This is an optimization exercise on Yosys and OpenROAD, whose aim is a short achievable clock period and few clock cycles, not a production implementation. Function was checked by simulation only, so behaviour that the tests miss may differ from the original. No activity file was given, so power comes from the tool's default toggle rates.

### flow/constraint.sdc
create_clock -name core_clock -period 4.0 [get_ports {clk}]
set_input_delay 0.8000 -clock core_clock [delete_from_list [all_inputs] [get_ports {clk}]]
set_output_delay 0.8000 -clock core_clock [all_outputs]
set_load 0.01 [all_outputs]
### flow/config.mk
export PLATFORM = sky130hd
export DESIGN_NAME = csc16
export DESIGN_NICKNAME = csc16
export VERILOG_FILES = /design/flow/design.v
export SDC_FILE = /design/flow/constraint.sdc
export NUM_CORES = 4
export LEC_CHECK = 0
export CAP_MARGIN = 20
export CORE_MARGIN = 2
export CORE_UTILIZATION = 40
export SLEW_MARGIN = 20
### flow/design.v
module csc16 (
    input  wire        clk,
    input  wire        rst,
    input  wire        cmd_valid,
    output wire        cmd_ready,
    input  wire [39:0] cmd_word,
    output wire        rsp_valid,
    output reg  [2:0]  rsp_status,
    output reg  [31:0] rsp_res,
    output reg         str_valid,
    output reg  [7:0]  str_data,
    output wire        tx_valid,
    output wire [7:0]  tx_data,
    input  wire        tx_ok,
    input  wire        tx_fail,
    output wire        rx_req,
    input  wire        rx_valid,
    input  wire [7:0]  rx_data,
    input  wire        rx_timeout,
    input  wire        rx_err
);
    localparam [2:0] ST_OK       = 3'd0;
    localparam [2:0] ST_SHORT    = 3'd1;
    localparam [2:0] ST_MISMATCH = 3'd2;
    localparam [2:0] ST_TRANSP   = 3'd3;
    localparam [2:0] ST_ILLEGAL  = 3'd4;
    localparam [7:0] OP_CLR    = 8'h00;
    localparam [7:0] OP_UPD    = 8'h01;
    localparam [7:0] OP_VAL    = 8'h02;
    localparam [7:0] OP_ENCU8  = 8'h10;
    localparam [7:0] OP_ENCU16 = 8'h11;
    localparam [7:0] OP_ENCU32 = 8'h12;
    localparam [7:0] OP_ENCS8  = 8'h14;
    localparam [7:0] OP_ENCS16 = 8'h15;
    localparam [7:0] OP_ENCS32 = 8'h16;
    localparam [7:0] OP_DECU8  = 8'h20;
    localparam [7:0] OP_DECU16 = 8'h21;
    localparam [7:0] OP_DECU32 = 8'h22;
    localparam [7:0] OP_DECS8  = 8'h24;
    localparam [7:0] OP_DECS16 = 8'h25;
    localparam [7:0] OP_DECS32 = 8'h26;
    localparam [7:0] OP_DECSTR = 8'h28;
    localparam [7:0] OP_TXCK   = 8'h30;
    localparam [7:0] OP_RXCK   = 8'h31;
    localparam [5:0] MAXSTR = 6'd48;
    localparam [2:0] S_IDLE   = 3'd0;
    localparam [2:0] S_DECODE = 3'd1;
    localparam [2:0] S_TX     = 3'd2;
    localparam [2:0] S_RX     = 3'd3;
    localparam [2:0] S_FIN    = 3'd4;
    localparam [2:0] S_RESP   = 3'd5;
    function [15:0] crc_step;
        input [15:0] s;
        input [7:0]  b;
        integer i;
        reg [15:0] t;
        begin
            t = s ^ {b, 8'h00};
            for (i = 0; i < 8; i = i + 1)
                if (t[15]) t = (t << 1) ^ 16'h1021;
                else       t = t << 1;
            crc_step = t;
        end
    endfunction
    reg [2:0]  state;
    reg [15:0] crc;
    reg [7:0]  op;
    reg [31:0] imm;
    reg [31:0] shreg;      
    reg [5:0]  count;      
    reg [5:0]  nbytes;     
    reg        feed;       
    wire [1:0] w      = op[1:0];
    wire       signd  = op[2];
    wire [5:0] width_bytes = (w == 2'd0) ? 6'd1 : (w == 2'd1) ? 6'd2 : 6'd4;
    assign cmd_ready = (state == S_IDLE);
    assign rsp_valid = (state == S_RESP);
    assign tx_valid  = (state == S_TX);
    assign tx_data   = shreg[31:24];
    assign rx_req    = (state == S_RX);
    reg [31:0] dec_value;
    always @(*) begin
        case (w)
            2'd0:    dec_value = signd ? {{24{shreg[7]}},  shreg[7:0]}  : {24'd0, shreg[7:0]};
            2'd1:    dec_value = signd ? {{16{shreg[15]}}, shreg[15:0]} : {16'd0, shreg[15:0]};
            default: dec_value = shreg;
        endcase
    end
    always @(posedge clk) begin
        if (rst) begin
            state     <= S_IDLE;
            crc       <= 16'h0000;
            str_valid <= 1'b0;
        end else begin
            str_valid <= 1'b0;
            case (state)
                S_IDLE: begin
                    if (cmd_valid) begin
                        op    <= cmd_word[39:32];
                        imm   <= cmd_word[31:0];
                        state <= S_DECODE;
                    end
                end
                S_DECODE: begin
                    rsp_status <= ST_OK;
                    rsp_res    <= 32'd0;
                    count      <= 6'd0;
                    case (op)
                        OP_CLR: begin
                            crc   <= 16'h0000;
                            state <= S_RESP;
                        end
                        OP_UPD: begin
                            crc   <= crc_step(crc, imm[7:0]);
                            state <= S_RESP;
                        end
                        OP_VAL: begin
                            rsp_res <= {16'd0, crc};
                            state   <= S_RESP;
                        end
                        OP_ENCU8, OP_ENCU16, OP_ENCU32,
                        OP_ENCS8, OP_ENCS16, OP_ENCS32: begin
                            case (w)
                                2'd0:    shreg <= {imm[7:0], 24'd0};
                                2'd1:    shreg <= {imm[15:0], 16'd0};
                                default: shreg <= imm;
                            endcase
                            count <= width_bytes;
                            feed  <= 1'b1;
                            state <= S_TX;
                        end
                        OP_TXCK: begin
                            shreg <= {crc, 16'd0};
                            count <= 6'd2;
                            feed  <= 1'b0;
                            state <= S_TX;
                        end
                        OP_DECU8, OP_DECU16, OP_DECU32,
                        OP_DECS8, OP_DECS16, OP_DECS32: begin
                            shreg  <= 32'd0;
                            nbytes <= width_bytes;
                            feed   <= 1'b1;
                            state  <= S_RX;
                        end
                        OP_DECSTR: begin
                            shreg  <= 32'd0;
                            nbytes <= MAXSTR;
                            feed   <= 1'b1;
                            state  <= S_RX;
                        end
                        OP_RXCK: begin
                            shreg  <= 32'd0;
                            nbytes <= 6'd2;
                            feed   <= 1'b0;
                            state  <= S_RX;
                        end
                        default: begin
                            rsp_status <= ST_ILLEGAL;
                            state      <= S_RESP;
                        end
                    endcase
                end
                S_TX: begin
                    if (tx_fail) begin
                        rsp_status <= ST_TRANSP;
                        state      <= S_RESP;
                    end else if (tx_ok) begin
                        if (feed)
                            crc <= crc_step(crc, shreg[31:24]);
                        shreg <= {shreg[23:0], 8'd0};
                        count <= count - 6'd1;
                        if (count == 6'd1)
                            state <= S_RESP;
                    end
                end
                S_RX: begin
                    if (rx_timeout) begin
                        rsp_status <= ST_SHORT;
                        state      <= S_RESP;
                    end else if (rx_err) begin
                        rsp_status <= ST_TRANSP;
                        state      <= S_RESP;
                    end else if (rx_valid) begin
                        if (feed)
                            crc <= crc_step(crc, rx_data);
                        shreg <= {shreg[23:0], rx_data};
                        count <= count + 6'd1;
                        if (op == OP_DECSTR) begin
                            if (rx_data == 8'h00) begin
                                rsp_res <= {26'd0, count};
                                state   <= S_RESP;
                            end else begin
                                str_valid <= 1'b1;
                                str_data  <= rx_data;
                                if (count + 6'd1 == nbytes) begin
                                    rsp_res <= {26'd0, count + 6'd1};
                                    state   <= S_RESP;
                                end
                            end
                        end else if (count + 6'd1 == nbytes) begin
                            state <= S_FIN;
                        end
                    end
                end
                S_FIN: begin
                    if (op == OP_RXCK) begin
                        if (shreg[15:0] == crc) begin
                            rsp_res <= {16'd0, shreg[15:0]};
                        end else begin
                            rsp_status <= ST_MISMATCH;
                        end
                    end else begin
                        rsp_res <= dec_value;
                    end
                    state <= S_RESP;
                end
                S_RESP: begin
                    state <= S_IDLE;
                end
                default: state <= S_IDLE;
            endcase
        end
    end
endmodule
### flow/run.sh
#!/bin/bash
# synth_recipe.tcl (not shown) runs the flow's synth.tcl, then flattens the netlist and writes it again
# the make line also repeats each setting of config.mk as NAME=value (left out here)
make -C /OpenROAD-flow-scripts/flow DESIGN_CONFIG=/design/flow/config.mk WORK_HOME=/design/flow/orfs CLKGATE_MAP_FILE= SYNTH_SCRIPT=/design/flow/synth_recipe.tcl finish
==> results.py <==
metrics = {
    "run_status": {
        "run_status": "finished clean",
    },
    "hold_path": {
        "min-delay-start": "crc[7]",
        "min_to": "crc[15]",
        "worst_hold_path_type": "reg2reg",
        "hold_path_depth": 2,
    },
    "power_and_ir_drop": {
        "p_switching_uw": 2162,
        "p_int_uw": 3949,
        "switching_share_pct": 35.38,
        "pwr-share-seq_pct": 39.1,
        "ir_drop_mv": 0.3151,
        "total_leakage_power_uw": 0.003475,
        "comb_power_share_pct": 33.9,
        "power-per-cell-area_mw_per_mm2": 637.3,
        "clock_power_share_pct": 27.0,
    },
    "drt": {
        "drt_wl_total_mm": 23.74,
        "num_vias": 6002,
        "via_per_inst": 5.738,
        "ant_nets": 0,
        "dr.first_iter.drc_count": 563,
        "wl_per_cell_um": 22.70,
        "drc": 0,
        "drtPass1Iterations": 5,
    },
    "sta": {
        "finalClockSkew_ns": 0.008528,
        "drv_slew": 0,
        "grt_setup_unrepaired": "false",
        "slew_headroom_pct": 28.97,
        "fmax_mhz": 321.7,
        "worst_slew_pin_slew_ns": 1.060,
        "final-hold-violation-count": 0,
        "setup-tns-final_ns": 0,
        "fin_crit_ns": 3.109,
        "fin_crit_sh_pct": 77.72,
        "final-setup-viol-count": 0,
    },
    "setup_path": {
        "worstReg2RegStart": "count[0]",
        "startpoint_type": "flop",
        "end_kind": "flop",
        "reg2reg_to": "rsp_res[19]",
        "r2r_cells": 9,
        "crit_required_ns": 4.08,
        "critical_path_class": "reg2reg",
        "arrival_ns": 3.19,
        "r2r_slack_ns": 0.89,
        "max_stage_delay_ns": 0.53,
        "crit_chain": "ha_1 -> nor2b_1 -> a22oi_1 -> o22ai_1 -> a21oi_1 -> nor4_2 -> o21ai_0 -> a21oi_4 -> buf_4",
        "crit_fanout": 32,
        "cp_slowest_cell": "edfxtp_1",
        "path_buf_inv": 1,
        "crit_family": "compound AO/OA/AOI/OAI gates",
        "critPathLaunch": "count[0]",
        "cp.depth": 9,
    },
    "yosys": {
        "synth_cells": 688,
        "synth_top_family_by_area": "compound AO/OA/AOI/OAI gates",
        "synth_edf_count": 126,
        "synthXorXnorAreaFrac_pct": 9.843,
        "synth_adder_area_share_pct": 0.4865,
        "ys_types": 67,
        "ys_seq_elements": 146,
        "yosys.area_share.simple_pct": 10.83,
        "synth_compound_area_share_pct": 16.44,
        "synth_top_flop_cell": "edfxtp_1",
        "muxShareOfSynthArea_pct": 3.000,
        "ys_warn_count": 1,
        "synth.avg_cell_area_um2": 11.22,
        "synthArstFlopShare_pct": 0,
        "yosysSeqAreaShare_pct": 54.22,
        "yosys.area.top_type": "edfxtp_1",
        "netlist_top_cells_area": "edfxtp_1, dfxtp_1, xor2_1, xnor2_1, a21oi_1",
        "synth_area_mm2": 0.007716,
        "syn-num-nets": 747,
        "synth_top_cell_area_share_pct": 49.04,
    },
    "job": {
        "drv_cap": 0,
    },
    "cts": {
        "postCtsSetupRepairBufs": 0,
        "clkSlewWorstSetupHoldPaths_ns": 0.06,
        "insertion_delay_ns": 0.43,
        "cts_made_buffers": 17,
        "cts_sinks": 146,
        "cts_tree": "built",
        "hold_buffers": 0,
        "cts_root_buf": "clkbuf_16",
        "cts_max_path_buffers": 2,
        "cts_resized": 0,
        "h-tree-depth": 4,
    },
    "global_routing": {
        "grt_pass1_vias": 5846,
        "grt_max_degree": 46,
        "overflow": 0,
        "grt_usage_pct": 24.03,
        "antenna_found_initial": 0,
        "grt_pass1_wl_mm": 36.17,
    },
    "die": {
        "die-area_mm2": 0.02042,
        "pin_count": 112,
        "rows": 50,
        "die_y_um": 142.9,
        "initial_core_util_pct": 40.98,
        "core_area_mm2": 0.01883,
        "die_x_um": 142.9,
    },
    "cells_and_area": {
        "layout_common_cells": "edfxtp_1, clkdlybuf4s50_1, a21oi_1",
        "syn2layout_area_growth_pct": 24.26,
        "fillers": 1642,
        "fin_nets": 833,
        "drive_above_1_share_pct": 8.397,
        "finish.utilization_pct": 50.92,
        "diodes": 0,
        "mostFrequentLayoutCell": "edfxtp_1",
        "design_area_mm2": 0.009588,
    },
    "placed_design": {
        "gp_congestion": 0.9277,
        "io_buffers": 111,
        "dp_hpwl_mm": 17.00,
        "dpl_cell_area_mm2": 0.008999,
    },
}
-- sequential cells by signal (all words and copies together) (netlist names) --
name        flops
op              8
rsp_res        32
count           6
shreg          32
str_valid       1
feed            1
nbytes          4
crc            16
rsp_status      3
str_data        8
imm            32
state           3
-- power by group through the flow --
| stage | logic, uW | registers (uW) | clock network, uW |
|---|---|---|---|
| final | 2070 | 2390 | 1650 |
| after detailed placement | 2050 | 2410 | 0 |
| after global placement | 2040 | 2410 | 0 |
| after global routing | 2230 | 2420 | 1720 |
| after floorplan | 1390 | 2300 | 0 |
| after CTS | 2060 | 2380 | 1660 |
-- cells in the mapped netlist (all sizes together) (4+ instances only) --
cell and instances:
nand2b 6, buf 39, nand4 4, a21oi 54, dfxtp 20, and2 4
a22oi 11, nor2 49, a211oi 4, edfxtp 126, xnor2 37, a22o 26
clkbuf 22, xor2 39, nor3 12, nor4 14, mux2i 22, o21ai 28
and3 5, nand2 43, inv 27, nand3 10, nor2b 4, a221oi 17
o22ai 10, a21o 10
-- layout make-up --
class	count	area [um^2]	area share (%)
Clock buffer	19	432.9	4.515
Inverter	27	101.3	1.057
Tap cell	260	325.3	3.393
Sequential cell	146	4184	43.64
Clock inverter	12	156.4	1.631
Multi-Input combinational cell	454	3149	32.85
Timing Repair Buffer	128	1239	12.92
-- cells by family after synthesis --
group | Yosys count
AO/OA/AOI/OAI | 186
AND/OR/NAND/NOR | 163
flip-flops | 146
buffers and inverters | 88
XOR/XNOR | 79
multiplexers | 23
adder cells (fa/ha/maj) | 3
-- per-layer routing --
layer,track usage (%),vias up,wire [um]
met4,9.276,0,721
met2,36.26,313,10620
met1,34.79,2932,10750
met5,0,-,0
li1,-,2707,-
met3,3.856,50,1650
-- tightest hold or removal path, cell delays in order (launching register included) --
cell and delay (ns):
dfxtp_1 0.38, nand2_1 0.08, o21ai_1 0.05
-- worst max path at each step --
stage                  end  slack (ns)
6_report       rsp_res[19]        0.89
3_5_place_dp   rsp_res[16]        0.69
3_3_place_gp   rsp_res[16]        0.75
4_1_cts        rsp_res[10]        0.92
2_1_floorplan   rsp_res[0]        0.30
5_1_grt        rsp_res[16]        0.69
-- per-stage QoR --
step | std cells | hold WS, ns | total power [uW] | worst slack (ns)
finish | 1046 | 0.5536 | 6111 | 0.8911
global route | 1046 | 0.5787 | 6373 | 0.6919
CTS | 1046 | 0.5530 | 6101 | 0.9225
detailed placement | 1015 | 0.5414 | 4457 | 0.6872
global placement | 1015 | 0.5371 | 4445 | 0.7506
floorplan | 688 | 0.4882 | 3689 | 0.2955

[what the ideal ports hide]
Ports are ideal in the flow. The routed layout listed here was re-timed in OpenROAD.
Step 1, drivers: a clkbuf_16 drives clk and a buf_2 each remaining input, both assumed.
Step 2 also shifts input and output timing later by t, the mid clock arrival at the registers, as if the neighbouring blocks saw the same clock.
Slacks: no drivers / after step 1 / after step 2; pairs: no drivers / after step 1.
shift t [ns]: 0.462
setup WS [ns]: 0.891 / 0.891 / 0.672
worst hold slack (ns): 0.554 / 0.554 / 0.554
worst slew at a driven data input, ns: 0.05
After both steps setup and hold are still met in this run. The setup slack of this run moves by 0.000 ns with the drivers and by -0.219 ns with both steps.
